What follows belongs to an exercise in optimizing a design on an open flow for small area; a production flow would make more cautious choices. Where RTL was checked, it was by simulation tests only, not by an equivalence proof against the original. Only the layout flow was run in run 3; the RTL was not checked for function there. Power and IR drop assume default switching activity.

`flow/config.mk`:
```
export PLATFORM = sky130hd
export DESIGN_NAME = wmbus_rx
export DESIGN_NICKNAME = wmbus_rx
export VERILOG_FILES = /design/flow/design.v
export SDC_FILE = /design/flow/constraint.sdc
export NUM_CORES = 4
export LEC_CHECK = 0
export CAP_MARGIN = 20
export CORE_MARGIN = 2
export CORE_UTILIZATION = 40
export CTS_BUF_LIST = sky130_fd_sc_hd__clkbuf_4
export CTS_CLUSTER_DIAMETER = 100
export CTS_CLUSTER_SIZE = 32
export SLEW_MARGIN = 20
```
`flow/run.sh`:
```
#!/bin/bash
# synth_recipe.tcl (not shown) runs the flow's synth.tcl, then flattens the netlist and writes it again
# the make line also repeats each setting of config.mk as NAME=value (left out here)
make -C /OpenROAD-flow-scripts/flow DESIGN_CONFIG=/design/flow/config.mk WORK_HOME=/design/flow/orfs CLKGATE_MAP_FILE= SYNTH_SCRIPT=/design/flow/synth_recipe.tcl finish
```
`flow/constraint.sdc`:
```
create_clock -name core_clock -period 8.0 [get_ports {clk}]
set_input_delay 1.6000 -clock core_clock [delete_from_list [all_inputs] [get_ports {clk}]]
set_output_delay 1.6000 -clock core_clock [all_outputs]
set_load 0.01 [all_outputs]
```
`flow/design.v`:
```
module wmbus_rx (
    input  wire        clk,
    input  wire        rst,           
    input  wire        sync_det,      
    input  wire        overflow,      
    input  wire        in_valid,      
    input  wire [7:0]  in_data,
    input  wire [15:0] now_ms,        
    input  wire [7:0]  rssi,          
    output reg         out_valid,     
    output reg  [7:0]  out_data,
    output wire        ev_valid,      
    output reg  [2:0]  ev_kind,
    output wire        frame_mode,    
    output wire [1:0]  frame_block,   
    output wire [8:0]  frame_len,     
    output reg  [7:0]  frame_rssi,
    output wire [15:0] frame_time     
);
    localparam [2:0] EV_NONE     = 3'd0;
    localparam [2:0] EV_READY    = 3'd1;
    localparam [2:0] EV_OVERFLOW = 3'd2;
    localparam [2:0] EV_TIMEOUT  = 3'd3;
    localparam [2:0] EV_DECFAIL  = 3'd4;
    localparam [2:0] EV_UNCLASS  = 3'd5;
    function [4:0] dec;
        input [5:0] s;
        begin
            case (s)
                6'h16: dec = 5'h10; 6'h0D: dec = 5'h11; 6'h0E: dec = 5'h12; 6'h0B: dec = 5'h13;
                6'h1C: dec = 5'h14; 6'h19: dec = 5'h15; 6'h1A: dec = 5'h16; 6'h13: dec = 5'h17;
                6'h2C: dec = 5'h18; 6'h25: dec = 5'h19; 6'h26: dec = 5'h1A; 6'h23: dec = 5'h1B;
                6'h34: dec = 5'h1C; 6'h31: dec = 5'h1D; 6'h32: dec = 5'h1E; 6'h29: dec = 5'h1F;
                default: dec = 5'h00;
            endcase
        end
    endfunction
    reg        st_hdr;        
    reg        st_data;       
    reg [1:0]  ph;            
    reg [1:0]  blk;           
    reg        bad;           
    reg [3:0]  sv;            
    reg [7:0]  len;           
    reg [8:0]  cnt;           
    reg [15:0] sync_time;
    wire modet = (blk == 2'd0);
    assign ev_valid    = |ev_kind;
    assign frame_mode  = modet;
    assign frame_block = blk;
    assign frame_len   = cnt;
    assign frame_time  = sync_time;
    wire       p1 = ph[0];
    wire [4:0] dx = dec(p1 ? out_data[7:2]               : {sv, in_data[7:6]});
    wire [4:0] dy = dec(p1 ? {out_data[1:0], in_data[7:4]} : in_data[5:0]);
    wire       sym_ok = dx[4] & dy[4];
    wire [7:0] tbyte  = {dx[3:0], dy[3:0]};
    wire       nz = |len[3:0];
    wire [4:0] k  = (blk == 2'd2) ? 5'd1 :
                    ({1'b0, len[7:4]} + {4'd0, nz} + {4'd0, blk == 2'd1});
    wire [7:0] half = {1'b0, len[7:1]} + {3'd0, k};
    wire       len_hit = (cnt == {half, len[0]});
    wire [15:0] elapsed = now_ms - sync_time;
    wire        timeout = elapsed > 16'd50;
    wire        is54 = (in_data == 8'h54);
    reg        n_hdr, n_data;
    reg [1:0]  n_ph, n_blk;
    reg        n_bad;
    reg [3:0]  n_sv;
    reg [7:0]  n_len;
    reg [8:0]  n_cnt;
    reg        n_ov;
    reg [7:0]  n_od;
    reg [2:0]  n_ev;
    always @(*) begin
        n_hdr  = st_hdr;
        n_data = st_data;
        n_ph   = ph;
        n_blk  = blk;
        n_bad  = bad;
        n_sv   = sv;
        n_len  = len;
        n_cnt  = cnt;
        n_ov   = 1'b0;
        n_od   = out_data;
        n_ev   = EV_NONE;
        if (st_hdr) begin
            if (timeout) begin
                n_ev  = EV_TIMEOUT;
                n_hdr = 1'b0;
            end else if (overflow) begin
                n_ev  = EV_OVERFLOW;
                n_hdr = 1'b0;
            end else if (in_valid) begin
                n_ph = (ph == 2'd2) ? 2'd0 : ph + 2'd1;
                case (ph)
                    2'd0: begin
                        n_blk = is54 ? 2'd3 : 2'd0;
                        n_ov  = is54;
                        n_od  = in_data;
                        n_cnt = {8'd0, is54};
                    end
                    2'd1: begin
                        n_ov = 1'b1;
                        n_sv = in_data[3:0];
                        if (blk == 2'd3) begin
                            n_blk = (in_data == 8'hCD) ? 2'd1 :
                                    (in_data == 8'h3D) ? 2'd2 : 2'd3;
                            n_od  = in_data;
                            n_cnt = 9'd2;
                        end else begin
                            n_od  = tbyte;
                            n_len = tbyte;
                            n_bad = ~sym_ok;
                        end
                    end
                    default: begin
                        if (blk == 2'd3 || (modet && (bad || !sym_ok))) begin
                            n_ev = EV_UNCLASS;
                        end else if (modet) begin
                            n_hdr = 1'b0;
                            if (len_hit) begin
                                n_ev  = EV_READY;
                                n_cnt = 9'd1;
                            end else begin
                                n_ov   = 1'b1;
                                n_od   = tbyte;
                                n_cnt  = 9'd2;
                                n_data = 1'b1;
                            end
                        end else begin
                            n_ov  = 1'b1;
                            n_od  = in_data;
                            n_len = in_data;
                            n_cnt = 9'd3;
                            n_hdr = 1'b0;
                            if (in_data == 8'd0)
                                n_ev = EV_READY;
                            else
                                n_data = 1'b1;
                        end
                    end
                endcase
            end
        end else if (st_data) begin
            if (overflow) begin
                n_ev   = EV_OVERFLOW;
                n_data = 1'b0;
            end else if (in_valid) begin
                if (!modet) begin
                    n_ov  = 1'b1;
                    n_od  = in_data;
                    n_cnt = cnt + 9'd1;
                    if (len_hit) begin
                        n_ev   = EV_READY;
                        n_data = 1'b0;
                    end
                end else begin
                    n_ph = (ph == 2'd2) ? 2'd0 : ph + 2'd1;
                    if (ph == 2'd0) begin
                        n_od = in_data;
                    end else begin
                        n_sv  = in_data[3:0];
                        n_bad = bad | ~sym_ok;
                        n_ov  = 1'b1;
                        n_od  = tbyte;
                        n_cnt = cnt + 9'd1;
                        if (len_hit) begin
                            n_ev   = (bad | ~sym_ok) ? EV_DECFAIL : EV_READY;
                            n_data = 1'b0;
                        end
                    end
                end
            end
        end else begin
            if (!overflow && sync_det) begin
                n_hdr = 1'b1;
                n_ph  = 2'd0;
            end
        end
        if (rst) begin
            n_hdr  = 1'b0;
            n_data = 1'b0;
            n_ov   = 1'b0;
            n_ev   = EV_NONE;
        end
    end
    always @(posedge clk) begin
        st_hdr     <= n_hdr;
        st_data    <= n_data;
        ph         <= n_ph;
        blk        <= n_blk;
        bad        <= n_bad;
        sv         <= n_sv;
        len        <= n_len;
        cnt        <= n_cnt;
        out_valid  <= n_ov;
        out_data   <= n_od;
        ev_kind    <= n_ev;
        frame_rssi <= rssi;
        if (!st_hdr && !st_data && !overflow && sync_det)
            sync_time <= now_ms;
    end
endmodule
```
==> flow_summary_export.csv, run 1 <==
group,metric,value,unit
logic_synthesis,ys_seq_area_share,34.9,%
die,dieArea,13700,um^2
clocking,cts_root_buf,"clkbuf_4",
logic_synthesis,synthAdderAreaFrac,8.93,%
drt,vias_per_cell,5.67,
sta,max-slew-margin-rel,35.9,%
drt,route.detailed.drc,0,
drt,wl_met3,683,um
logic_synthesis,synth_top_family_by_area,"compound AO/OA/AOI/OAI gates",
logic_synthesis,syn_area,5100,um^2
pwr,max-vdd-ir-drop,0.101,mV
worst_setup_path,cp-start-kind,"input port",
sta,tns,0,ns
global_routing,grt_usage,20.0,%
worst_setup_path,worst_r2r_path_depth,14,
worst_setup_path,critPathLaunch,"now_ms[0]",
die,io_pins,86,
logic_synthesis,ys_async_sr_fraction,0,%
logic_synthesis,synthTopCellsByArea,"edfxtp_1 (29%), ha_1 (7.4%), dfxtp_1 (5.5%)",
logic_synthesis,synth-edff-count,50,
pwr,p_leak,2.35,nW
layout,syn_to_final_growth,23.1,%
drt,wire_per_inst,16.7,um
layout,n_antenna_cell,0,
worst_setup_path,crit_end,"out_data[4]",
logic_synthesis,avgSynthCellArea,9.19,um^2
clocking,insertion_delay,0.43,ns
logic_synthesis,ys_seq_elements,64,
logic_synthesis,synth_xor_area_share,4.81,%
global_routing,grt_max_degree,26,
sta,finalCritPeriodShare,65.5,%
logic_synthesis,synth_top_area_share,29.4,%
clocking,htreeDepth,3,
drt,firstDrtPassIters,5,
global_routing,grt_overflow_total,0,
pwr,combPwrFrac,21.3,%
logic_synthesis,yosysTopAreaCell,"edfxtp_1",
sta,min_period,5.24,ns
drt,wirelength,13500,um
logic_synthesis,synthFlopType,"edfxtp_1",
clocking,cts_tree,"yes",
outcome,status,"finished clean",
clocking,cts.clk_slew.worst_paths,0.12,ns
die,core-area,12500,um^2
placement,dp_hpwl,10400,um
global_routing,grt_pass1_wl,21300,um
worst_setup_path,arrival,5.31,ns
worst_setup_path,critPathMaxFanout,8,
worst_setup_path,end_kind,"flip-flop",
pwr,p_clk_share,36.7,%
pwr,power.net_switching,232,uW
min_path,whs_path_depth,2,
worst_setup_path,r2r-end,"out_data[4]",
placement,portBuffers,85,
global_routing,grt_pass1_vias,4382,
die,num_rows,41,
layout,nets,699,
sta,finalMaxSlewViolations,0,
clocking,cts_buffers,9,
worst_setup_path,timing.rr.start,"len[2]",
die,start_util,40.7,%
drt,detail-route-antenna-nets,0,
clocking,cts_resized,0,
drt,wl_met2,6580,um
min_path,hold_class,"flip-flop to flip-flop",
sta,hold_viol,0,
worst_setup_path,required,8.07,ns
logic_synthesis,synth_simple_gate_area_share,18.0,%
sta,setup_viol,0,
die,die_h,117,um
logic_synthesis,synthDistinctLibCells,79,
global_routing,antenna_found_initial,0,
placement,globalplace.congestion,0.890,
sta,rsz0062_at_grt,"no",
logic_synthesis,syn_inst,555,
worst_setup_path,crit_type,"input port to flip-flop",
sta,worst_clock_skew,0.0148,ns
pwr,internal_power,647,uW
worst_setup_path,reg2reg_slack,3.29,ns
pwr,powerDensity,140,nW/um^2
clocking,post-cts-setup-buffers,0,
drt,wl_met1,5910,um
die,die_x,117,um
pwr,p_sw_share,26.4,%
pwr,p_seq_share,42.0,%
drt,top_layer,"met4",
sta,fmax,191,MHz
flow_run,drv_cap,0,
drt,drtIter0Drc,311,
sta,worst_slack,2.76,ns
logic_synthesis,yosys_warnings,1,
clocking,hold_buffers,0,
logic_synthesis,synth_fp_nets,625,
drt,num_vias,4568,
logic_synthesis,synth_compound_area_share,21.5,%
clocking,cts_buffer_depth,2,
placement,dp_slack,2.12,ns
logic_synthesis,synth_mux_area_share,6.31,%
clocking,cts_sinks,64,
sta,worst_pin_slew,0.955,ns
layout,drive_above_1_share,7.10,%
-- per-layer routing --
metal  global-route usage [%]  vias up
met3                     4.07       25
li1                         -     2232
met1                     25.6     2171
met2                     33.2      140
met4                     8.24        0
met5                        0        -
-- placed cells by master (no fill, tap or decap), types with 5 or more instances in the layout --
cell / n
a211o_1: 5
a21o_1: 5
a21oi_1: 32
a31oi_1: 9
a41oi_1: 5
and2_1: 5
clkbuf_4: 11
clkdlybuf4s50_1: 85
dfxtp_1: 14
edfxtp_1: 50
ha_1: 30
inv_1: 43
mux2_2: 7
mux2i_1: 11
nand2_1: 43
nand2b_1: 10
nand3_1: 16
nor2_1: 44
nor2b_1: 7
nor3_1: 15
o21a_1: 8
o21ai_0: 25
o21ai_1: 5
o22ai_1: 10
o31ai_1: 7
or3_1: 5
xnor2_1: 19
xor2_1: 9
-- flip-flops by register name, summed over array words and instances (netlist names) --
| name | count |
|---|---|
| len | 8 |
| st_data | 1 |
| sv | 4 |
| ph | 2 |
| out_data | 8 |
| blk | 2 |
| sync_time | 16 |
| out_valid | 1 |
| ev_kind | 3 |
| st_hdr | 1 |
| bad | 1 |
| cnt | 9 |
| frame_rssi | 8 |
-- worst min-delay path by stage --
stage	slack, ns	from	end
5_1_grt	0.61	st_data	ev_kind[1]
3_5_place_dp	0.56	st_data	ev_kind[1]
6_report	0.58	st_data	ev_kind[1]
3_3_place_gp	0.56	st_data	ev_kind[1]
2_1_floorplan	0.51	st_data	ev_kind[1]
4_1_cts	0.60	st_data	ev_kind[1]
-- power groups by stage --
stage | registers (mW) | logic (mW) | clock network, mW
after CTS | 0.370 | 0.185 | 0.332
after detailed placement | 0.377 | 0.184 | 0
after global routing | 0.370 | 0.205 | 0.345
after floorplan | 0.378 | 0.121 | 0
after global placement | 0.377 | 0.183 | 0
final | 0.369 | 0.187 | 0.322
-- logic make-up (layout without fill, tap and decap cells) --
group | after synthesis | in the layout
simple gates | 180 | 180
compound gates | 156 | 156
buf+inv | 67 | 146
flops | 64 | 64
fa+ha+maj | 35 | 35
xor+xnor | 28 | 28
mux | 25 | 25
-- synth_stat cells, drive strengths merged, types with 7 or more instances --
cell	n
a21oi	33
a31oi	9
buf	8
clkbuf	15
dfxtp	14
edfxtp	50
ha	30
inv	43
mux2	8
mux2i	15
nand2	43
nand2b	10
nand3	16
nor2	44
nor2b	7
nor3	17
o21a	8
o21ai	30
o22ai	10
o31ai	8
xnor2	19
xor2	9
-- metrics by stage --
stage / power [mW] / instance area (um^2) / utilization [%] / hold slack [ns] / cells
finish: 0.879 / 6280 / 50.2 / 0.585 / 806
global route: 0.921 / 6280 / 50.2 / 0.606 / 806
CTS: 0.887 / 6270 / 50.1 / 0.598 / 806
detailed placement: 0.561 / 6060 / 48.4 / 0.557 / 790
global placement: 0.560 / 6060 / 48.4 / 0.555 / 790
floorplan: 0.499 / 5100 / - / 0.506 / 555
-- cell type report --
| type | count | area [um^2] |
|---|---|---|
| Multi-Input combinational cell | 424 | 3050 |
| Fill cell | 1194 | 6240 |
| Sequential cell | 64 | 1780 |
| Clock buffer | 11 | 82.6 |
| Tap cell | 172 | 215 |
| Clock inverter | 5 | 129 |
| Timing Repair Buffer | 86 | 858 |
| Inverter | 44 | 165 |
-- critical path, cell delays in order --
cell,delay [ns]
clkdlybuf4s50_1,0.42
inv_1,0.07
ha_1,0.16
inv_1,0.05
fa_1,0.45
a211oi_4,0.30
o21ba_1,0.25
o21ai_1,0.11
a221o_1,0.37
a2111oi_2,0.26
and4bb_2,0.34
nand2_1,0.12
o31ai_2,0.81
==> run 2, diff against run 1 <==
--- a/flow/config.mk
+++ b/flow/config.mk
@@ -9,6 +9,3 @@
 export CORE_MARGIN = 2
 export CORE_UTILIZATION = 40
-export CTS_BUF_LIST = sky130_fd_sc_hd__clkbuf_4
-export CTS_CLUSTER_DIAMETER = 100
-export CTS_CLUSTER_SIZE = 32
 export SLEW_MARGIN = 20
==> run 2 against run 1 <==
Effect of this change:
- setup slack lost 0.075 ns
- critical endpoint is now out_data[0]
- still clean
- combinational power is essentially flat
- worst hold slack lost 0.014 ns
- cell count is the same
- clock skew shrank 0.0080 ns
==> flow_summary_export.csv, run 2 <==
group,metric,value,unit
layout,top_register,"sync_time",
worst_setup_path,end_kind,"flip-flop",
logic_synthesis,synth_top_area_share,29.4,%
min_path,hold_class,"flip-flop to flip-flop",
logic_synthesis,yosys.cell_count.top_type,"edfxtp_1",
placement,dp_slack,2.12,ns
logic_synthesis,synth_compound_area_share,21.5,%
drt,route.detailed.drc,0,
sta,fmax,188,MHz
die,die_h,117,um
logic_synthesis,synthAdderAreaFrac,8.93,%
layout,syn_to_final_growth,26.1,%
pwr,powerDensity,162,nW/um^2
worst_setup_path,crit_type,"input port to flip-flop",
pwr,max-vdd-ir-drop,0.104,mV
sta,min_period,5.31,ns
logic_synthesis,avgSynthCellArea,9.19,um^2
logic_synthesis,ys_seq_area_share,34.9,%
layout,n_antenna_cell,0,
layout,fin_cells,806,
logic_synthesis,synthFlopType,"edfxtp_1",
global_routing,grt_pass1_wl,21500,um
die,io_pins,86,
placement,dp_hpwl,10400,um
drt,vias_per_cell,5.67,
global_routing,grt.met1_usage,25.7,%
logic_synthesis,synth_mux_area_share,6.31,%
layout,drive_above_1_share,6.78,%
logic_synthesis,synth_top_family_by_area,"compound AO/OA/AOI/OAI gates",
die,dieArea,13700,um^2
clocking,post-cts-setup-buffers,0,
drt,drtIter0Drc,276,
logic_synthesis,synth_xor_area_share,4.81,%
sta,setup_viol,0,
worst_setup_path,required,7.96,ns
flow_run,drv_cap,0,
logic_synthesis,ys_async_sr_fraction,0,%
worst_setup_path,critPathMaxFanout,8,
sta,tns,0,ns
logic_synthesis,synthDistinctLibCells,79,
placement,globalplace.congestion,0.890,
drt,wirelength,13500,um
placement,dp.cells,790,
die,die_x,117,um
drt,num_vias,4571,
layout,final_cell_mix,"clkdlybuf4s50_1 (85), edfxtp_1 (50), nor2_1 (44)",
sta,worst_slack,2.69,ns
logic_synthesis,synthTopCellsByArea,"edfxtp_1 (29%), ha_1 (7.4%), dfxtp_1 (5.5%)",
drt,wire_per_inst,16.8,um
global_routing,grt_util_met3,3.96,%
die,core-area,12500,um^2
clocking,hold_buffers,0,
worst_setup_path,arrival,5.28,ns
logic_synthesis,synth-edff-count,50,
global_routing,grt_pass1_vias,4404,
sta,worst_clock_skew,0.00678,ns
layout,num-fill-cells,1181,
layout,final_common_cell,"clkdlybuf4s50_1",
worst_setup_path,cp-start-kind,"input port",
global_routing,antenna_found_initial,0,
sta,worst_pin_slew,0.941,ns
die,num_rows,41,
global_routing,grt-busiest-layer,"met2",
sta,max-slew-margin-rel,36.8,%
layout,largest_reg_flops,16,
layout,multi_input_area,3050,um^2
logic_synthesis,synth_simple_gate_area_share,18.0,%
worst_setup_path,max_stage_delay,0.78,ns
clocking,cts_buffer_depth,2,
global_routing,use_met2,33.6,%
layout,nets,699,
logic_synthesis,yosysTopAreaCell,"edfxtp_1",
logic_synthesis,yosys_warnings,1,
drt,firstDrtPassIters,5,
sta,hold_viol,0,
sta,finalMaxSlewViolations,0,
outcome,status,"finished clean",
clocking,cts_buffers,9,
sta,rsz0062_at_grt,"no",
global_routing,grt_max_degree,26,
die,start_util,40.7,%
logic_synthesis,syn_area,5100,um^2
global_routing,grt_overflow_total,0,
worst_setup_path,path_cells,"clkdlybuf4s50_1 > inv_1 > ha_1 > inv_1 > fa_1 > a211oi_4 > o21ba_1 > o21ai_1 > a221o_1 > a2111oi_2 > and4bb_2 > nand2_1 > o31ai_2",
worst_setup_path,worst_path_max_delay_cell,"o31ai_2",
logic_synthesis,ys_seq_elements,64,
clocking,htreeDepth,3,
logic_synthesis,syn_inst,555,
global_routing,grt_usage,20.2,%
clocking,cts_tree,"yes",
clocking,cts_root_buf,"clkbuf_16",
sta,finalCritPeriodShare,66.4,%
logic_synthesis,synth_fp_nets,625,
drt,detail-route-antenna-nets,0,
clocking,insertion_delay,0.34,ns
logic_synthesis,synthTopCellsByCount,"edfxtp_1 (50), nor2_1 (44), inv_1 (43), nand2_1 (43), a21oi_1 (32)",
pwr,p_leak,2.42,nW
layout,seq_area,1780,um^2
clocking,cts.clk_slew.worst_paths,0.06,ns
worst_setup_path,worst_path_most_repeated_cell,"inv_1",
clocking,cts_sinks,64,
layout,top_regs,"sync_time x16, cnt x9",
placement,portBuffers,85,
clocking,cts_resized,0,
[run 2: cell count changes in the layout (fill, tap and decap cells not counted)]
| cell | change |
|---|---|
| clkbuf_4 | -11 |
| clkbuf_16 | +9 |
| clkbuf_1 | +2 |
[run 2: path summary, 6_finish.rpt]
kind         startpoint           to  slack [ns]  cells past startpoint
max reg2reg      len[2]  out_data[0]        3.35                     14
min             st_data   ev_kind[1]        0.57                      2
min reg2reg     st_data   ev_kind[1]        0.57                      2
max           now_ms[0]  out_data[0]        2.69                     13
[run 2: layout make-up]
class                   instances  share of cell area, %
multi-input cells             424                   47.4
flip-flops and latches         64                   27.7
repair buffers                 86                   13.4
clock buffers                  11                   3.62
well taps                     172                   3.35
inverters                      44                   2.57
clock inverters                 5                   2.00
[run 2: logic make-up after synthesis]
| logic type | Yosys count |
|---|---|
| mux | 25 |
| compound gates | 156 |
| simple gates | 180 |
| xor+xnor | 28 |
| fa+ha+maj | 35 |
| flops | 64 |
| buf+inv | 67 |
[run 2: worst max-delay path: cells and delay by family]
| family | cells | cell delay [ns] |
|---|---|---|
| AND/OR/NAND/NOR | 2 | 0.45 |
| buffers and inverters | 3 | 0.54 |
| AO/OA/AOI/OAI | 6 | 2.07 |
| adder cells (fa/ha/maj) | 2 | 0.62 |
[run 2: where the power goes]
part | switching, mW | total, mW | internal, mW
clock | 0.147 | 0.484 | 0.337
combinational | 0.103 | 0.187 | 0.0842
sequential | 0.00430 | 0.370 | 0.366
[run 2: metal layers]
| metal | wire length [um] | vias to the layer above | share of wire (%) |
|---|---|---|---|
| met4 | 320 | 0 | 2.4 |
| met3 | 652 | 25 | 4.8 |
| met5 | 0 | - | 0 |
| met1 | 5900 | 2167 | 44 |
| li1 | - | 2228 | - |
| met2 | 6660 | 151 | 49 |
[run 2: metrics by stage]
| step | cell area [um^2] | utilization [%] | hold WS [ns] | power [mW] |
|---|---|---|---|---|
| 5_1_grt | 6430 | 51.4 | 0.595 | 1.08 |
| 6_report | 6430 | 51.4 | 0.571 | 1.04 |
| 2_1_floorplan | 5100 | - | 0.506 | 0.499 |
| 3_3_place_gp | 6060 | 48.4 | 0.555 | 0.560 |
| 4_1_cts | 6420 | 51.3 | 0.573 | 1.05 |
| 3_5_place_dp | 6060 | 48.4 | 0.557 | 0.561 |
==> run 3, diff against run 2 <==
--- a/flow/design.v
+++ b/flow/design.v
@@ -26,12 +26,25 @@
     function [4:0] dec;
         input [5:0] s;
+        reg x, e, h0, h1, l0, l1;
         begin
-            case (s)
-                6'h16: dec = 5'h10; 6'h0D: dec = 5'h11; 6'h0E: dec = 5'h12; 6'h0B: dec = 5'h13;
-                6'h1C: dec = 5'h14; 6'h19: dec = 5'h15; 6'h1A: dec = 5'h16; 6'h13: dec = 5'h17;
-                6'h2C: dec = 5'h18; 6'h25: dec = 5'h19; 6'h26: dec = 5'h1A; 6'h23: dec = 5'h1B;
-                6'h34: dec = 5'h1C; 6'h31: dec = 5'h1D; 6'h32: dec = 5'h1E; 6'h29: dec = 5'h1F;
-                default: dec = 5'h00;
-            endcase
+            x  = (s[0] == s[3]) & (s[3] == s[5]);
+            h0 = s[5] ^ s[4] ^ s[3];
+            h1 = (s[5] & s[4]) | (s[5] & s[3]) | (s[4] & s[3]);
+            l0 = s[2] ^ s[1] ^ s[0];
+            l1 = (s[2] & s[1]) | (s[2] & s[0]) | (s[1] & s[0]);
+            e  = (s[0] == s[2]) & (s[3] == s[5]) & (s[0] ^ s[5]);
+            dec = {(h0 ^ l0) & (h1 ^ l1) & ~e, s[5], s[4] ^ x, s[1] ^ x, s[0]};
+        end
+    endfunction
+    function [8:0] inc9;
+        input [8:0] a;
+        integer i;
+        reg c;
+        begin
+            c = 1'b1;
+            for (i = 0; i < 9; i = i + 1) begin
+                inc9[i] = a[i] ^ c;
+                c = a[i] & c;
+            end
         end
     endfunction
@@ -56,11 +69,38 @@
     wire       sym_ok = dx[4] & dy[4];
     wire [7:0] tbyte  = {dx[3:0], dy[3:0]};
-    wire       nz = |len[3:0];
-    wire [4:0] k  = (blk == 2'd2) ? 5'd1 :
-                    ({1'b0, len[7:4]} + {4'd0, nz} + {4'd0, blk == 2'd1});
-    wire [7:0] half = {1'b0, len[7:1]} + {3'd0, k};
+    wire       nz  = |len[3:0];
+    wire       isa = (blk == 2'd1);
+    wire       isb = (blk == 2'd2);
+    wire [3:0] kk  = isb ? 4'd0 : len[7:4];
+    reg  [7:0] half;
+    reg  [7:0] half0;
+    always @(*) begin : len_add
+        integer i;
+        reg c;
+        c = nz | isb;
+        for (i = 0; i < 8; i = i + 1) begin
+            half0[i] = (i < 7 ? len[i+1] : 1'b0) ^ (i < 4 ? kk[i] : 1'b0) ^ c;
+            c = ((i < 7 ? len[i+1] : 1'b0) & (i < 4 ? kk[i] : 1'b0)) |
+                (((i < 7 ? len[i+1] : 1'b0) ^ (i < 4 ? kk[i] : 1'b0)) & c);
+        end
+        c = isa;
+        for (i = 0; i < 8; i = i + 1) begin
+            half[i] = half0[i] ^ c;
+            c = half0[i] & c;
+        end
+    end
     wire       len_hit = (cnt == {half, len[0]});
-    wire [15:0] elapsed = now_ms - sync_time;
-    wire        timeout = elapsed > 16'd50;
+    reg         timeout;
+    always @(*) begin : to_sub
+        integer i;
+        reg b;
+        reg [15:0] d;
+        b = 1'b0;
+        for (i = 0; i < 16; i = i + 1) begin
+            d[i] = now_ms[i] ^ sync_time[i] ^ b;
+            b = (~now_ms[i] & sync_time[i]) | (~(now_ms[i] ^ sync_time[i]) & b);
+        end
+        timeout = (|d[15:6]) | (d[5] & d[4] & (d[3] | d[2] | (d[1] & d[0])));
+    end
     wire        is54 = (in_data == 8'h54);
     reg        n_hdr, n_data;
@@ -151,5 +191,5 @@
                     n_ov  = 1'b1;
                     n_od  = in_data;
-                    n_cnt = cnt + 9'd1;
+                    n_cnt = inc9(cnt);
                     if (len_hit) begin
                         n_ev   = EV_READY;
@@ -165,5 +205,5 @@
                         n_ov  = 1'b1;
                         n_od  = tbyte;
-                        n_cnt = cnt + 9'd1;
+                        n_cnt = inc9(cnt);
                         if (len_hit) begin
                             n_ev   = (bad | ~sym_ok) ? EV_DECFAIL : EV_READY;
==> flow/flow/run.sh (new file) <==
#!/bin/bash
set -euo pipefail
export BUFFER_PORTS_ARGS="-buffer_cell sky130_fd_sc_hd__buf_1"
export CTS_ARGS="-sink_clustering_enable -repair_clock_nets -dont_use_dummy_load -buf_list sky130_fd_sc_hd__clkbuf_4"
bash standard.sh > flow_make.log 2>&1
==> flow/standard.sh (new file) <==
#!/bin/bash
# synth_recipe.tcl (not shown) runs the flow's synth.tcl, then flattens the netlist and writes it again
# the make line also repeats each setting of config.mk as NAME=value (left out here)
make -C /OpenROAD-flow-scripts/flow DESIGN_CONFIG=/design/flow/config.mk WORK_HOME=/design/flow/orfs CLKGATE_MAP_FILE= SYNTH_SCRIPT=/design/flow/synth_recipe.tcl "${@:-finish}"
removed: flow/run.sh
==> run 3 against run 2 <==
Effect of this change:
- register-to-register slack got worse by 2.2 ns
- maximum frequency fell by 31%
- design area down 24%
- power down 40%
- synthesized cell count is 35% lower
- clock skew grew 0.028 ns
- combinational power is 45% lower
- largest power group is now sequential cells
- still clean on timing, DRC and antenna
- sequential cell count unchanged
==> flow_summary_export.csv, run 3 <==
group,metric,value,unit
clocking,cts_sinks,64,
clocking,htreeDepth,3,
clocking,cts_buffer_depth,2,
sta,max-slew-margin-rel,33.2,%
sta,setup_viol,0,
layout,top_regs,"sync_time x16, cnt x9",
layout,nets,534,
drt,vias_per_cell,5.14,
logic_synthesis,synthTopCellsByCount,"edfxtp_1 (50), inv_1 (39), fa_1 (23), ha_1 (20)",
global_routing,grt_pass1_wl,15000,um
placement,globalplace.congestion,0.893,
layout,final_core_util,48.4,%
clocking,insertion_delay,0.41,ns
pwr,powerDensity,127,nW/um^2
layout,final_cell_mix,"buf_1 (85), edfxtp_1 (50), inv_1 (38)",
die,num_rows,37,
worst_setup_path,end_kind,"flip-flop",
placement,dp_hpwl,6950,um
pwr,max-vdd-ir-drop,0.0608,mV
drt,num_vias,3023,
sta,fmax,129,MHz
worst_setup_path,critPathMaxFanout,8,
worst_setup_path,required,8.11,ns
clocking,cts_tree,"yes",
sta,tns,0,ns
sta,worst_pin_slew,0.994,ns
logic_synthesis,yosys.cell_count.top_type,"edfxtp_1",
worst_setup_path,crit_type,"input port to flip-flop",
logic_synthesis,synth_fp_nets,440,
layout,top_register,"sync_time",
layout,syn_to_final_growth,19.3,%
logic_synthesis,synthFlopType,"edfxtp_1",
logic_synthesis,synthTopCellsByArea,"edfxtp_1 (37%), fa_1 (11%), dfxtp_1 (6.8%)",
pwr,p_sw_share,26.3,%
placement,portBuffers,85,
pwr,power.net_switching,164,uW
global_routing,grt_max_degree,29,
drt,firstDrtPassIters,5,
pwr,finalPower,624,uW
pwr,p_clk_share,24.1,%
sta,finalMaxSlewViolations,0,
layout,num-fill-cells,963,
layout,n_antenna_cell,0,
layout,final_common_cell,"buf_1",
pwr,combPwrFrac,16.5,%
die,dieArea,11100,um^2
clocking,cts_root_buf,"clkbuf_4",
worst_setup_path,cp-start-kind,"input port",
drt,wire_per_inst,15.6,um
layout,seq_area,1780,um^2
logic_synthesis,synth_top_area_share,36.5,%
global_routing,antenna_found_initial,0,
layout,largest_reg_flops,16,
drt,drtIter0Drc,189,
logic_synthesis,synthDistinctLibCells,58,
logic_synthesis,syn_area,4110,um^2
layout,drive_above_1_share,15.9,%
die,start_util,40.6,%
worst_setup_path,arrival,7.86,ns
worst_setup_path,worst_r2r_path_depth,26,
sta,worst_clock_skew,0.0352,ns
pwr,internal_power,460,uW
min_path,whs_path_depth,1,
logic_synthesis,yosys_warnings,1,
die,die_x,105,um
pwr,p_leak,1.80,nW
flow_run,drv_cap,0,
logic_synthesis,ys_seq_elements,64,
drt,wirelength,9190,um
drt,detail-route-antenna-nets,0,
sta,hold_viol,0,
logic_synthesis,synth-edff-count,50,
clocking,cts.clk_slew.worst_paths,0.09,ns
layout,multi_input_area,2270,um^2
global_routing,grt_overflow_total,0,
sta,finalCritPeriodShare,96.9,%
logic_synthesis,avgSynthCellArea,11.4,um^2
global_routing,grt_usage,17.3,%
die,die_h,105,um
logic_synthesis,yosysTopAreaCell,"edfxtp_1",
min_path,hold_class,"flip-flop to flip-flop",
sta,min_period,7.75,ns
logic_synthesis,syn_inst,360,
die,io_pins,86,
clocking,cts_buffers,9,
logic_synthesis,ys_async_sr_fraction,0,%
global_routing,grt_pass1_vias,3116,
drt,route.detailed.drc,0,
die,core-area,10100,um^2
clocking,hold_buffers,0,
outcome,status,"finished clean",
worst_setup_path,reg2reg_slack,1.20,ns
pwr,p_seq_share,59.4,%
logic_synthesis,ys_seq_area_share,43.3,%
run 3: critical path, stage by stage:
cell,delay [ns]
buf_1,0.10
inv_1,0.05
ha_1,0.20
fa_2,0.34
fa_2,0.35
inv_2,0.06
fa_2,0.18
fa_2,0.17
inv_1,0.05
fa_2,0.32
inv_1,0.07
fa_1,0.16
inv_1,0.05
fa_2,0.34
fa_2,0.35
fa_2,0.35
fa_2,0.34
fa_2,0.34
fa_2,0.34
fa_2,0.35
fa_2,0.37
xnor2_2,0.15
xnor2_2,0.18
nor4_4,0.28
a31oi_4,0.17
buf_12,0.21
nor3_4,0.21
buf_12,0.15
run 3: timing repair:
action	CTS	global route
gates resized for setup	4	11
setup buffers	1	1
endpoints found under the setup margin	8	37
pin swaps	3	3
gates cloned	0	1
run 3: cells by family after synthesis:
kind of cell,count (synthesis),share of synthesized area [%]
xor gates and xnor gates,28,5.96
AOI/OAI and AO/OA,41,7.58
muxes,28,7.36
buffers and inverters,54,5.11
adders and majority gates,44,17.5
and+or+nand+nor,101,13.1
DFF,64,43.3
run 3: per-layer routing:
| layer | vias to the layer above | share of wire (%) | global-route usage (%) |
|---|---|---|---|
| met5 | - | 0 | 0 |
| met4 | 0 | 1.5 | 5.24 |
| li1 | 1460 | - | - |
| met3 | 13 | 4.5 | 4.51 |
| met2 | 72 | 49 | 28.7 |
| met1 | 1478 | 45 | 22.2 |
run 3: through the flow:
| step | cells | setup slack [ns] | instance area, um^2 | hold WS (ns) |
|---|---|---|---|---|
| after floorplan | 360 | 0.00154 | 4190 | 0.529 |
| after global placement | 576 | -0.350 | 4720 | 0.597 |
| after detailed placement | 576 | -0.449 | 4720 | 0.586 |
| after CTS | 586 | 0.00401 | 4820 | 0.605 |
| after global routing | 588 | -0.0151 | 4900 | 0.636 |
| final | 588 | 0.250 | 4900 | 0.609 |
run 3: area by class of cell:
type | count | share of cell area, %
multi-input combinational | 242 | 46.3
sequential | 64 | 36.3
timing repair buffer | 97 | 9.46
tap | 136 | 3.47
inverter | 40 | 3.06
clock buffer | 9 | 1.38
run 3: power groups by stage:
stage | Sequential (mW) | Clock, mW | Combinational, mW
final | 0.371 | 0.150 | 0.103
after global routing | 0.372 | 0.169 | 0.116
after CTS | 0.371 | 0.158 | 0.101
after detailed placement | 0.378 | 0 | 0.0976
after global placement | 0.378 | 0 | 0.0958
after floorplan | 0.379 | 0 | 0.0653
run 3: final timing paths:
path	start	endpoint
worst max register to register	sync_time[0]	out_data[1]
worst min-delay path	st_data	st_data
worst max-delay path	now_ms[0]	out_data[1]
worst min register to register	st_data	st_data
==> run 4, diff against run 3 <==
--- a/flow/design.v
+++ b/flow/design.v
@@ -113,25 +113,18 @@
     reg [7:0]  n_od;
     reg [2:0]  n_ev;
+    wire       ph2  = ph[1];
+    wire       last = st_data ? len_hit : (modet ? len_hit : (in_data == 8'd0));
     always @(*) begin
-        n_hdr  = st_hdr;
-        n_data = st_data;
-        n_ph   = ph;
-        n_blk  = blk;
-        n_bad  = bad;
-        n_sv   = sv;
-        n_len  = len;
-        n_cnt  = cnt;
-        n_ov   = 1'b0;
-        n_od   = out_data;
-        n_ev   = EV_NONE;
-        if (st_hdr) begin
-            if (timeout) begin
-                n_ev  = EV_TIMEOUT;
-                n_hdr = 1'b0;
-            end else if (overflow) begin
-                n_ev  = EV_OVERFLOW;
-                n_hdr = 1'b0;
-            end else if (in_valid) begin
-                n_ph = (ph == 2'd2) ? 2'd0 : ph + 2'd1;
+        n_ph  = ph;
+        n_blk = blk;
+        n_bad = bad;
+        n_sv  = sv;
+        n_len = len;
+        n_cnt = cnt;
+        n_od  = out_data;
+        n_ov  = 1'b0;
+        if (in_valid) begin
+            n_ph = ph2 ? 2'd0 : {1'b0, ph[0]} + 2'd1;
+            if (!st_data) begin
                 case (ph)
                     2'd0: begin
@@ -144,5 +137,5 @@
                         n_ov = 1'b1;
                         n_sv = in_data[3:0];
-                        if (blk == 2'd3) begin
+                        if (!modet) begin
                             n_blk = (in_data == 8'hCD) ? 2'd1 :
                                     (in_data == 8'h3D) ? 2'd2 : 2'd3;
@@ -156,17 +149,8 @@
                     end
                     default: begin
-                        if (blk == 2'd3 || (modet && (bad || !sym_ok))) begin
-                            n_ev = EV_UNCLASS;
-                        end else if (modet) begin
-                            n_hdr = 1'b0;
-                            if (len_hit) begin
-                                n_ev  = EV_READY;
-                                n_cnt = 9'd1;
-                            end else begin
-                                n_ov   = 1'b1;
-                                n_od   = tbyte;
-                                n_cnt  = 9'd2;
-                                n_data = 1'b1;
-                            end
+                        if (modet) begin
+                            n_ov  = ~len_hit;
+                            n_od  = tbyte;
+                            n_cnt = len_hit ? 9'd1 : 9'd2;
                         end else begin
                             n_ov  = 1'b1;
@@ -174,12 +158,49 @@
                             n_len = in_data;
                             n_cnt = 9'd3;
-                            n_hdr = 1'b0;
-                            if (in_data == 8'd0)
-                                n_ev = EV_READY;
-                            else
-                                n_data = 1'b1;
                         end
                     end
                 endcase
+            end else if (!modet) begin
+                n_ov  = 1'b1;
+                n_od  = in_data;
+                n_cnt = inc9(cnt);
+            end else if (ph == 2'd0) begin
+                n_od = in_data;
+            end else begin
+                n_sv  = in_data[3:0];
+                n_bad = bad | ~sym_ok;
+                n_ov  = 1'b1;
+                n_od  = tbyte;
+                n_cnt = inc9(cnt);
+            end
+        end
+        if (!st_hdr && !st_data) begin
+            n_ov = 1'b0;
+            n_ph = 2'd0;
+        end
+        if (rst)
+            n_ov = 1'b0;
+    end
+    always @(*) begin
+        n_hdr  = st_hdr;
+        n_data = st_data;
+        n_ev   = EV_NONE;
+        if (st_hdr) begin
+            if (timeout) begin
+                n_ev  = EV_TIMEOUT;
+                n_hdr = 1'b0;
+            end else if (overflow) begin
+                n_ev  = EV_OVERFLOW;
+                n_hdr = 1'b0;
+            end else if (in_valid && ph2) begin
+                if (blk == 2'd3 || (modet && (bad || !sym_ok))) begin
+                    n_ev = EV_UNCLASS;
+                end else begin
+                    n_hdr = 1'b0;
+                    if (last)
+                        n_ev = EV_READY;
+                    else
+                        n_data = 1'b1;
+                end
             end
         end else if (st_data) begin
@@ -187,40 +208,14 @@
                 n_ev   = EV_OVERFLOW;
                 n_data = 1'b0;
-            end else if (in_valid) begin
-                if (!modet) begin
-                    n_ov  = 1'b1;
-                    n_od  = in_data;
-                    n_cnt = inc9(cnt);
-                    if (len_hit) begin
-                        n_ev   = EV_READY;
-                        n_data = 1'b0;
-                    end
-                end else begin
-                    n_ph = (ph == 2'd2) ? 2'd0 : ph + 2'd1;
-                    if (ph == 2'd0) begin
-                        n_od = in_data;
-                    end else begin
-                        n_sv  = in_data[3:0];
-                        n_bad = bad | ~sym_ok;
-                        n_ov  = 1'b1;
-                        n_od  = tbyte;
-                        n_cnt = inc9(cnt);
-                        if (len_hit) begin
-                            n_ev   = (bad | ~sym_ok) ? EV_DECFAIL : EV_READY;
-                            n_data = 1'b0;
-                        end
-                    end
-                end
+            end else if (in_valid && (!modet || ph != 2'd0) && last) begin
+                n_ev   = (modet && (bad || !sym_ok)) ? EV_DECFAIL : EV_READY;
+                n_data = 1'b0;
             end
         end else begin
-            if (!overflow && sync_det) begin
-                n_hdr = 1'b1;
-                n_ph  = 2'd0;
-            end
+            n_hdr = !overflow && sync_det;
         end
         if (rst) begin
             n_hdr  = 1'b0;
             n_data = 1'b0;
-            n_ov   = 1'b0;
             n_ev   = EV_NONE;
         end
@@ -239,5 +234,5 @@
         ev_kind    <= n_ev;
         frame_rssi <= rssi;
-        if (!st_hdr && !st_data && !overflow && sync_det)
+        if (!st_hdr && !st_data)
             sync_time <= now_ms;
     end
==> run 4 against run 3 <==
Effect of this change:
- routed wire length decreased by 11%
- synthesized area decreased by 4.6%
- combinational power increased by 16%
- first-iteration DRC count decreased by 7.9%
- register-to-register slack improved by 0.03 ns
- critical path type unchanged
==> flow_summary_export.csv, run 4 <==
group,metric,value,unit
drt,vias_per_cell,4.90,
pwr,finalPower,654,uW
die,start_util,40.7,%
logic_synthesis,ys_seq_area_share,44.9,%
sta,finalMaxSlewViolations,0,
global_routing,grt_pass1_vias,2756,
sta,tns,0,ns
sta,max-slew-margin-rel,31.6,%
worst_setup_path,critPathLaunch,"now_ms[0]",
clocking,hold_buffers,0,
sta,rsz0062_at_grt,"no",
placement,dp_hpwl,6320,um
layout,syn_to_final_growth,12.4,%
worst_setup_path,timing.rr.start,"sync_time[0]",
logic_synthesis,ys_async_sr_fraction,0,%
placement,dp_slack,-0.112,ns
global_routing,grt_pass1_wl,13100,um
sta,worst_pin_slew,1.02,ns
pwr,max-vdd-ir-drop,0.0659,mV
sta,worst_hold_slack,0.578,ns
global_routing,grt_max_degree,26,
flow_run,drv_cap,0,
layout,fin_cells,557,
sta,finalCritPeriodShare,96.2,%
sta,hold_viol,0,
sta,worst_slack,0.305,ns
clocking,cts_sinks,64,
layout,top_register,"sync_time",
logic_synthesis,synth-edff-count,48,
layout,nets,506,
global_routing,grt_usage,16.2,%
clocking,cts_resized,0,
logic_synthesis,synth_top_area_share,36.7,%
layout,final_common_cell,"buf_1",
die,die_h,103,um
clocking,post-cts-setup-buffers,0,
drt,route.detailed.drc,0,
sta,setup_viol,0,
worst_setup_path,critPathMaxFanout,5,
logic_synthesis,synth_fp_nets,421,
layout,num-fill-cells,931,
drt,detail-route-antenna-nets,0,
layout,final_cell_mix,"buf_1 (85), edfxtp_1 (48), inv_1 (36)",
drt,wirelength,8180,um
placement,globalplace.congestion,0.762,
pwr,p_leak,1.73,nW
logic_synthesis,synthTopCellsByCount,"edfxtp_1 (48), inv_1 (36), nand2_1 (35), fa_1 (23), xnor2_1 (21)",
sta,min_period,7.70,ns
global_routing,antenna_found_initial,0,
sta,worst_clock_skew,0.0342,ns
placement,placed_area,4340,um^2
worst_setup_path,cp-start-kind,"input port",
placement,portBuffers,85,
logic_synthesis,synthTopCellsByArea,"edfxtp_1 (37%), fa_1 (12%), dfxtp_1 (8.2%)",
drt,drtIter0Drc,174,
logic_synthesis,syn_area,3920,um^2
logic_synthesis,yosys.cell_count.top_type,"edfxtp_1",
logic_synthesis,synthFlopType,"edfxtp_1",
clocking,cts_root_buf,"clkbuf_4",
worst_setup_path,crit_type,"input port to flip-flop",
logic_synthesis,avgSynthCellArea,11.5,um^2
min_path,hold_class,"flip-flop to flip-flop",
worst_setup_path,required,8.28,ns
logic_synthesis,yosys_warnings,1,
layout,top_regs,"sync_time x16, cnt x9",
clocking,insertion_delay,0.39,ns
layout,design_area,4410,um^2
die,io_pins,86,
layout,largest_reg_flops,16,
outcome,status,"finished clean",
clocking,htreeDepth,3,
die,core-area,9640,um^2
worst_setup_path,arrival,7.98,ns
logic_synthesis,ys_seq_elements,64,
logic_synthesis,syn_inst,341,
worst_setup_path,end_kind,"flip-flop",
die,die_x,103,um
sta,fmax,130,MHz
layout,drive_above_1_share,8.25,%
clocking,cts_tree,"yes",
global_routing,grt_overflow_total,0,
die,dieArea,10600,um^2
placement,dp.cells,548,
drt,wire_per_inst,14.7,um
die,num_rows,36,
drt,num_vias,2727,
layout,final_core_util,45.8,%
layout,n_antenna_cell,0,
clocking,cts.clk_slew.worst_paths,0.11,ns
pwr,powerDensity,148,nW/um^2
logic_synthesis,synthDistinctLibCells,55,
logic_synthesis,yosysTopAreaCell,"edfxtp_1",
min_path,worst_hold_startpoint,"st_hdr",
clocking,cts_buffers,9,
clocking,cts_buffer_depth,2,
drt,firstDrtPassIters,4,
run 4: changes by cell type in the layout (fill, tap and decap cells not counted), sizes merged, moves of 8 or more:
| cell | previous run | this run |
|---|---|---|
| mux2i | 10 | 2 |
| nor2b | 10 | 2 |
| nand2 | 19 | 35 |
| o21ai | 6 | 16 |
| buf | 96 | 87 |
| nand3 | 13 | 5 |
run 4: logic make-up after synthesis:
family | synth area share [%]
compound gates | 7.40
simple gates | 13.1
mux | 4.53
buf+inv | 5.90
xor+xnor | 6.03
flops | 44.9
fa+ha+maj | 18.1
run 4: routing by layer:
| metal | wire [um] | track usage [%] |
|---|---|---|
| met1 | 3630 | 20.0 |
| met2 | 4090 | 27.7 |
| met3 | 294 | 3.25 |
| met4 | 165 | 6.78 |
| met5 | 0 | 0 |
run 4: path summary, 6_finish.rpt:
| check | end | slack, ns | cells past startpoint |
|---|---|---|---|
| min reg2reg | ev_kind[1] | 0.58 | 2 |
| max reg2reg | ev_kind[0] | 1.23 | 22 |
| max | ev_kind[0] | 0.30 | 24 |
| min | ev_kind[1] | 0.58 | 2 |
run 4: power breakdown:
group | switching (mW) | internal [mW]
logic | 0.0693 | 0.0499
clock network | 0.0989 | 0.0523
registers | 0.0119 | 0.372
run 4: area by class of cell:
| cell class | instances | area [um^2] | share of cell area [%] |
|---|---|---|---|
| inverters | 37 | 151 | 3.43 |
| repair buffers | 87 | 334 | 7.57 |
| clock buffers | 9 | 67.6 | 1.53 |
| flip-flops and latches | 64 | 1760 | 39.9 |
| well taps | 133 | 166 | 3.77 |
| multi-input cells | 227 | 1930 | 43.8 |
run 4: critical path: stages:
cell     delay (ns)
buf_1          0.09
inv_1          0.04
ha_1           0.20
fa_1           0.37
fa_1           0.37
inv_1          0.08
fa_1           0.18
fa_1           0.16
inv_1          0.05
fa_1           0.35
inv_1          0.07
fa_1           0.16
inv_1          0.05
fa_1           0.37
fa_1           0.39
fa_1           0.39
fa_1           0.40
fa_1           0.40
fa_1           0.40
fa_1           0.39
fa_1           0.40
xnor2_1        0.13
or4_1          0.61
a221o_1        0.34
==> run 5, diff against run 4 <==
==> flow/run.sh (new file) <==
#!/bin/bash
# synth_recipe.tcl (not shown) runs the flow's synth.tcl, then flattens the netlist and writes it again
# the make line also repeats each setting of config.mk as NAME=value (left out here)
make -C /OpenROAD-flow-scripts/flow DESIGN_CONFIG=/design/flow/config.mk WORK_HOME=/design/flow/orfs CLKGATE_MAP_FILE= SYNTH_SCRIPT=/design/flow/synth_recipe.tcl finish
removed: flow/flow/run.sh
removed: flow/standard.sh
==> run 5 against run 4 <==
Effect of this change:
- still clean
- worst hold slack worse by 0.0050 ns
- setup slack got worse by 0.076 ns
- register-to-register slack improved by 0.37 ns
- power up 28%
- design area is 16% higher
- non-clock buffer count increased by 1
- via count is 0.62% higher
- utilization increased by 7.4 points
- maximum frequency down 0.98%
- critical path type unchanged
- largest power group unchanged
==> flow_summary_export.csv, run 5 <==
group,metric,value,unit
clocking,cts_buffer_depth,2,
layout,syn_to_final_growth,30.6,%
die,core-area,9640,um^2
worst_setup_path,timing.rr.start,"sync_time[0]",
layout,drive_above_1_share,11.8,%
logic_synthesis,synthDistinctLibCells,55,
flow_run,drv_cap,0,
logic_synthesis,synth_simple_gate_area_share,13.1,%
worst_setup_path,required,8.28,ns
clocking,hold_buffers,0,
pwr,powerDensity,163,nW/um^2
logic_synthesis,ys_seq_elements,64,
placement,portBuffers,85,
logic_synthesis,synth_compound_area_share,7.40,%
clocking,cts.clk_slew.worst_paths,0.07,ns
logic_synthesis,synth-edff-count,48,
drt,firstDrtPassIters,4,
placement,dp.cells,549,
logic_synthesis,synthTopCellsByArea,"edfxtp_1 (37%), fa_1 (12%), dfxtp_1 (8.2%)",
sta,tns,0,ns
sta,finalCritPeriodShare,97.1,%
die,dieArea,10600,um^2
global_routing,antenna_found_initial,0,
clocking,cts_tree,"yes",
sta,min_period,7.77,ns
logic_synthesis,syn_area,3920,um^2
worst_setup_path,critPathLaunch,"now_ms[0]",
sta,setup_viol,0,
worst_setup_path,end_kind,"flip-flop",
min_path,hold_class,"flip-flop to flip-flop",
pwr,p_leak,2.01,nW
logic_synthesis,avgSynthCellArea,11.5,um^2
logic_synthesis,synth_xor_area_share,6.03,%
worst_setup_path,critPathMaxFanout,4,
drt,wire_per_inst,15.1,um
drt,num_vias,2744,
placement,dp_hpwl,6520,um
worst_setup_path,r2r-end,"ev_kind[2]",
clocking,insertion_delay,0.34,ns
clocking,cts_root_buf,"clkbuf_8",
drt,wirelength,8540,um
layout,nets,507,
logic_synthesis,synthAdderAreaFrac,18.1,%
layout,n_antenna_cell,0,
die,die_x,103,um
layout,final_cell_mix,"clkdlybuf4s50_1 (85), edfxtp_1 (48), inv_1 (36)",
worst_setup_path,reg2reg_slack,1.60,ns
global_routing,grt_overflow_total,0,
placement,globalplace.congestion,0.854,
logic_synthesis,ys_seq_area_share,44.9,%
drt,vias_per_cell,4.86,
logic_synthesis,yosys_warnings,1,
sta,worst_pin_slew,1.05,ns
worst_setup_path,worst_r2r_path_depth,24,
drt,route.detailed.drc,0,
sta,fmax,129,MHz
worst_setup_path,arrival,8.05,ns
clocking,post-cts-setup-buffers,0,
logic_synthesis,synth_mux_area_share,4.53,%
die,num_rows,36,
worst_setup_path,cp-start-kind,"input port",
logic_synthesis,synthTopCellsByCount,"edfxtp_1 (48), inv_1 (36), nand2_1 (35), fa_1 (23), xnor2_1 (21)",
logic_synthesis,synth_top_family_by_area,"adder cells",
layout,fin_cells,565,
sta,max-slew-margin-rel,29.2,%
layout,final_common_cell,"clkdlybuf4s50_1",
layout,largest_reg_flops,16,
layout,top_regs,"sync_time x16, cnt x9",
global_routing,grt_pass1_vias,2808,
die,io_pins,86,
pwr,max-vdd-ir-drop,0.101,mV
logic_synthesis,synth_fp_nets,421,
worst_setup_path,crit_end,"ev_kind[2]",
drt,detail-route-antenna-nets,0,
logic_synthesis,synthFlopType,"edfxtp_1",
outcome,status,"finished clean",
layout,top_register,"sync_time",
layout,num-fill-cells,885,
sta,worst_hold_slack,0.573,ns
sta,worst_clock_skew,0.00941,ns
clocking,htreeDepth,3,
logic_synthesis,ys_async_sr_fraction,0,%
clocking,cts_buffers,9,
sta,hold_viol,0,
logic_synthesis,yosys.cell_count.top_type,"edfxtp_1",
global_routing,grt_max_degree,26,
logic_synthesis,yosysTopAreaCell,"edfxtp_1",
die,die_h,103,um
global_routing,grt_pass1_wl,13800,um
sta,finalMaxSlewViolations,0,
worst_setup_path,crit_type,"input port to flip-flop",
global_routing,grt_usage,17.3,%
logic_synthesis,syn_inst,341,
clocking,cts_sinks,64,
drt,drtIter0Drc,111,
die,start_util,40.7,%
logic_synthesis,synth_top_area_share,36.7,%
-- run 5: timing repair --
action	4_1_cts	5_1_grt
gates resized for setup	5	5
endpoints found under the setup margin	5	5
cloned	0	0
-- run 5: final cells by class --
| class | instances | area [um^2] | share of cell area [%] |
|---|---|---|---|
| multi-input cells | 227 | 1960 | 38.2 |
| repair buffers | 88 | 873 | 17.0 |
| well taps | 133 | 166 | 3.25 |
| flip-flops and latches | 64 | 1760 | 34.4 |
| clock inverters | 6 | 83.8 | 1.64 |
| inverters | 37 | 151 | 2.95 |
| clock buffers | 10 | 128 | 2.49 |
-- run 5: stage by stage --
stage	util [%]	setup slack, ns	instance area [um^2]	power (mW)
after floorplan	-	0.269	3920	0.471
after global placement	50.7	-0.421	4880	0.537
after detailed placement	50.7	-0.546	4880	0.540
after CTS	53.0	0.0432	5110	0.845
after global routing	53.2	-0.00551	5120	0.877
final	53.2	0.228	5120	0.835
-- run 5: critical path, cell delays in order --
cell and delay [ns]:
clkdlybuf4s50_1 0.48, inv_1 0.05, ha_1 0.20, fa_2 0.34, fa_1 0.36, inv_1 0.07, fa_1 0.18, fa_1 0.17
inv_1 0.05, fa_1 0.35, inv_1 0.07, fa_1 0.15, inv_1 0.05, fa_1 0.39, fa_2 0.36, fa_2 0.35
fa_2 0.36, fa_2 0.35, fa_2 0.34, fa_2 0.35, fa_2 0.35, xnor2_1 0.13, or4_4 0.56, buf_4 0.16
nor2_1 0.09, a32o_1 0.14
-- run 5: layer usage --
metal | up-vias | GRT usage (%) | wire length, um
met1 | 1316 | 22.3 | 3770
met3 | 11 | 3.66 | 401
li1 | 1347 | - | -
met5 | - | 0 | 0
met4 | 0 | 6.98 | 111
met2 | 70 | 28.5 | 4260
-- run 5: where the power goes --
| group | internal (mW) | leakage, nW | switching [mW] |
|---|---|---|---|
| Sequential | 0.372 | 0.607 | 0.0121 |
| Clock | 0.174 | 0.0999 | 0.128 |
| Combinational | 0.0785 | 1.31 | 0.0704 |
| Total | 0.625 | 2.01 | 0.210 |
-- run 5: cell families (layout without fill, tap and decap cells) --
family / Yosys count / in the layout
XOR/XNOR: 27 / 27
adder cells (fa/ha/maj): 43 / 43
flip-flops: 64 / 64
buffers and inverters: 50 / 141
multiplexers: 16 / 16
AO/OA/AOI/OAI: 41 / 41
AND/OR/NAND/NOR: 100 / 100
-- run 5: worst min-delay path by stage --
stage / startpoint / end / slack, ns / cells past startpoint
floorplan: st_hdr / ev_kind[1] / 0.49 / 2
global placement: st_hdr / ev_kind[1] / 0.55 / 2
detailed placement: st_hdr / ev_kind[1] / 0.56 / 2
CTS: st_hdr / ev_kind[1] / 0.57 / 2
global route: st_hdr / ev_kind[1] / 0.62 / 2
finish: st_hdr / ev_kind[1] / 0.57 / 2
==> run 6, diff against run 5 <==
--- a/flow/design.v
+++ b/flow/design.v
@@ -114,5 +114,6 @@
     reg [2:0]  n_ev;
     wire       ph2  = ph[1];
-    wire       last = st_data ? len_hit : (modet ? len_hit : (in_data == 8'd0));
+    reg        lcopy;         
+    wire       last = st_data ? len_hit : (modet ? (len == 8'd0) : (in_data == 8'd0));
     always @(*) begin
         n_ph  = ph;
@@ -132,5 +133,4 @@
                         n_ov  = is54;
                         n_od  = in_data;
-                        n_cnt = {8'd0, is54};
                     end
                     2'd1: begin
@@ -141,8 +141,6 @@
                                     (in_data == 8'h3D) ? 2'd2 : 2'd3;
                             n_od  = in_data;
-                            n_cnt = 9'd2;
                         end else begin
                             n_od  = tbyte;
-                            n_len = tbyte;
                             n_bad = ~sym_ok;
                         end
@@ -150,12 +148,9 @@
                     default: begin
                         if (modet) begin
-                            n_ov  = ~len_hit;
+                            n_ov  = ~last;
                             n_od  = tbyte;
-                            n_cnt = len_hit ? 9'd1 : 9'd2;
                         end else begin
                             n_ov  = 1'b1;
                             n_od  = in_data;
-                            n_len = in_data;
-                            n_cnt = 9'd3;
                         end
                     end
@@ -164,5 +159,4 @@
                 n_ov  = 1'b1;
                 n_od  = in_data;
-                n_cnt = inc9(cnt);
             end else if (ph == 2'd0) begin
                 n_od = in_data;
@@ -172,7 +166,12 @@
                 n_ov  = 1'b1;
                 n_od  = tbyte;
-                n_cnt = inc9(cnt);
-            end
-        end
+            end
+        end
+        if (in_valid && !st_data && ph == 2'd0)
+            n_cnt = {8'd0, is54};
+        else if (n_ov)
+            n_cnt = inc9(cnt);
+        if (lcopy)
+            n_len = out_data;
         if (!st_hdr && !st_data) begin
             n_ov = 1'b0;
@@ -231,4 +230,5 @@
         cnt        <= n_cnt;
         out_valid  <= n_ov;
+        lcopy      <= in_valid & ~st_data & (modet ? ph[0] : ph2);
         out_data   <= n_od;
         ev_kind    <= n_ev;
==> flow/flow/run.sh (new file) <==
#!/bin/bash
set -euo pipefail
export BUFFER_PORTS_ARGS="-buffer_cell sky130_fd_sc_hd__buf_1"
export CTS_ARGS="-sink_clustering_enable -repair_clock_nets -dont_use_dummy_load -buf_list sky130_fd_sc_hd__clkbuf_8 -sink_clustering_size 32 -sink_clustering_max_diameter 200"
bash standard.sh > flow_make.log 2>&1
==> flow/standard.sh (new file) <==
#!/bin/bash
# synth_recipe.tcl (not shown) runs the flow's synth.tcl, then flattens the netlist and writes it again
# the make line also repeats each setting of config.mk as NAME=value (left out here)
make -C /OpenROAD-flow-scripts/flow DESIGN_CONFIG=/design/flow/config.mk WORK_HOME=/design/flow/orfs CLKGATE_MAP_FILE= SYNTH_SCRIPT=/design/flow/synth_recipe.tcl "${@:-finish}"
removed: flow/run.sh
==> run 6 against run 5 <==
Effect of this change:
- still clean on timing, DRC and antenna
- routed wire length fell by 7.5%
- sequential power barely moved
- maximum frequency rose by 0.61%
- critical path depth did not move
- largest power group unchanged
- sequential cell count rose by 1
- via count fell by 2.4%
- setup slack improved by 0.047 ns
==> flow_summary_export.csv, run 6 <==
group,metric,value,unit
outcome,status,"finished clean",
sta,fmax,129,MHz
worst_setup_path,end_kind,"flip-flop",
layout,n_antenna_cell,0,
worst_setup_path,worst_path_max_delay_cell,"or4_4",
layout,final_cell_mix,"buf_1 (85), edfxtp_1 (40), inv_1 (37)",
logic_synthesis,syn_inst,321,
placement,dp.cells,510,
logic_synthesis,ys_seq_area_share,45.2,%
logic_synthesis,synth-edff-count,40,
pwr,p_seq_share,54.3,%
worst_setup_path,max_stage_delay,0.56,ns
layout,largest_reg_flops,16,
logic_synthesis,synth_top_area_share,31.9,%
sta,worst_hold_slack,0.487,ns
sta,tns,0,ns
pwr,powerDensity,162,nW/um^2
sta,setup_viol,0,
die,num_rows,35,
logic_synthesis,synth_fp_nets,401,
die,io_pins,86,
logic_synthesis,ys_seq_elements,65,
die,die_h,101,um
flow_run,drv_cap,0,
worst_setup_path,required,8.26,ns
clocking,cts_root_buf,"clkbuf_8",
logic_synthesis,synthTopCellsByArea,"edfxtp_1 (32%), dfxtp_1 (13%), fa_1 (12%)",
logic_synthesis,yosysTopAreaCell,"edfxtp_1",
clocking,cts_buffers,9,
pwr,p_leak,1.72,nW
clocking,insertion_delay,0.34,ns
drt,detail-route-antenna-nets,0,
global_routing,grt_usage,16.4,%
sta,worst_pin_slew,0.991,ns
global_routing,grt_overflow_total,0,
sta,finalCritPeriodShare,96.6,%
drt,wirelength,7900,um
worst_setup_path,arrival,7.98,ns
sta,worst_clock_skew,0.0275,ns
pwr,finalPower,701,uW
logic_synthesis,avgSynthCellArea,11.7,um^2
logic_synthesis,synthTopCellsByCount,"edfxtp_1 (40), inv_1 (37), dfxtp_1 (25), fa_1 (23)",
sta,rsz0062_at_grt,"no",
global_routing,grt_pass1_vias,2606,
placement,globalplace.congestion,0.853,
pwr,p_sw_share,26.1,%
logic_synthesis,yosys.cell_count.top_type,"edfxtp_1",
pwr,max-vdd-ir-drop,0.0668,mV
clocking,cts_buffer_depth,2,
layout,drive_above_1_share,9.56,%
worst_setup_path,cp-start-kind,"input port",
clocking,cts_sinks,65,
min_path,hold_class,"flip-flop to flip-flop",
worst_setup_path,crit_type,"input port to flip-flop",
sta,max-slew-margin-rel,33.8,%
sta,finalMaxSlewViolations,0,
drt,wire_per_inst,15.2,um
clocking,htreeDepth,3,
logic_synthesis,syn_area,3770,um^2
global_routing,grt_max_degree,29,
pwr,internal_power,518,uW
layout,nets,490,
layout,num-fill-cells,886,
placement,dp_hpwl,6220,um
die,start_util,41.0,%
clocking,cts.clk_slew.worst_paths,0.06,ns
clocking,cts_tree,"yes",
die,core-area,9200,um^2
sta,worst_slack,0.276,ns
logic_synthesis,synthFlopType,"edfxtp_1",
placement,dp_slack,-0.274,ns
global_routing,grt_pass1_wl,12800,um
pwr,combPwrFrac,15.9,%
drt,num_vias,2679,
layout,final_common_cell,"buf_1",
worst_setup_path,critPathMaxFanout,3,
placement,portBuffers,85,
clocking,hold_buffers,0,
logic_synthesis,synthDistinctLibCells,51,
die,dieArea,10200,um^2
clocking,post-cts-setup-buffers,0,
layout,fin_cells,519,
worst_setup_path,worst_path_most_repeated_cell,"fa_1",
layout,top_register,"sync_time",
clocking,cts_resized,0,
sta,hold_viol,0,
drt,drtIter0Drc,212,
pwr,p_clk_share,29.8,%
logic_synthesis,ys_async_sr_fraction,0,%
drt,route.detailed.drc,0,
die,die_x,101,um
layout,top_regs,"sync_time x16, cnt x9",
pwr,power.net_switching,183,uW
drt,firstDrtPassIters,4,
sta,min_period,7.72,ns
layout,syn_to_final_growth,15.1,%
drt,vias_per_cell,5.16,
logic_synthesis,yosys_warnings,1,
global_routing,antenna_found_initial,0,
## run 6: cell count changes after synthesis, moves of 4 or more
cell / delta
nor4_1: +5
dfxtp_1: +9
xnor2_1: -4
and2_1: -4
mux2i_1: +7
nand2_1: -16
edfxtp_1: -8
## run 6: stage by stage
stage          util (%)  area [um^2]
6_report           47.1         4340
5_1_grt            47.1         4340
4_1_cts            47.0         4320
3_5_place_dp       45.6         4200
3_3_place_gp       45.6         4190
2_1_floorplan         -         3770
## run 6: worst paths after layout
kind / start / endpoint / slack, ns / cells past startpoint
setup reg to reg: sync_time[0] / st_data / 1.24 / 24
hold reg to reg: out_data[4] / len[4] / 0.49 / 0
setup / recovery: now_ms[0] / st_data / 0.28 / 26
hold / removal: out_data[4] / len[4] / 0.49 / 0
## run 6: logic make-up after synthesis
logic type	Yosys count	synth area share, %
fa+ha+maj	43	18.9
buf+inv	47	5.05
simple gates	86	12.3
compound gates	35	6.61
xor+xnor	23	5.71
flops	65	45.2
mux	22	6.28
## run 6: worst max-delay path, delay by kind of cell
kind                     cells  cell delay [ns]
adder cells (fa/ha/maj)     15             4.76
AO/OA/AOI/OAI                1             0.13
AND/OR/NAND/NOR              3             0.90
buffers and inverters        6             0.38
XOR/XNOR                     1             0.21
## run 6: power by group through the flow
stage / Clock, mW / Sequential [mW] / Combinational, mW
CTS: 0.216 / 0.381 / 0.113
global route: 0.229 / 0.383 / 0.127
detailed placement: 0 / 0.388 / 0.113
global placement: 0 / 0.388 / 0.108
finish: 0.209 / 0.381 / 0.112
floorplan: 0 / 0.390 / 0.0705
## run 6: area by class of cell
cell class / count / area (um^2) / share of cell area, %
Inverter: 37 / 139 / 3.20
Tap cell: 111 / 139 / 3.20
Sequential cell: 65 / 1700 / 39.2
Clock buffer: 9 / 124 / 2.86
Multi-Input combinational cell: 209 / 1890 / 43.7
Timing Repair Buffer: 88 / 339 / 7.82
## run 6: per-layer routing
metal	vias up	wire, um	global-route usage (%)
met5	-	0	0
met4	0	74	4.99
met2	71	4070	27.4
met3	4	315	4.09
li1	1288	-	-
met1	1316	3440	21.1

-- what the ideal ports hide --
No port has a modelled driver above. Below, the same layouts with a new extraction and two added sets of constraints. Step 1 assumes that a clkbuf_16 drives the clock port and a buf_2 every other input. Step 2 moves the port delays by t, midway between the first and last clock arrival at a register: inputs arrive t later, outputs are due t later. That takes back most of the time a late clock gives input paths. a / b / c = no drivers / after step 1 / after step 2; a / b = the first two.
run	t, ns	setup slack, ns	slew at the worst register clock pin (ns)	pins driven straight from the clock port
run 1	0.458	2.760 / 2.767 / 2.309	0.12 / 0.12	1
run 2	0.372	2.685 / 2.699 / 2.326	0.06 / 0.06	1
run 3	0.426	0.250 / 0.258 / -0.168	0.11 / 0.11	1
run 4	0.405	0.305 / 0.307 / -0.098	0.11 / 0.11	1
run 5	0.367	0.228 / 0.234 / -0.133	0.08 / 0.08	1
run 6	0.359	0.276 / 0.281 / -0.078	0.08 / 0.08	1
Met with ideal ports but missed after step 2: setup timing in run 3, run 4, run 5 and run 6. For run 1, which loses most, drivers alone change the setup slack by +0.007 ns; drivers and shift together by -0.451 ns.
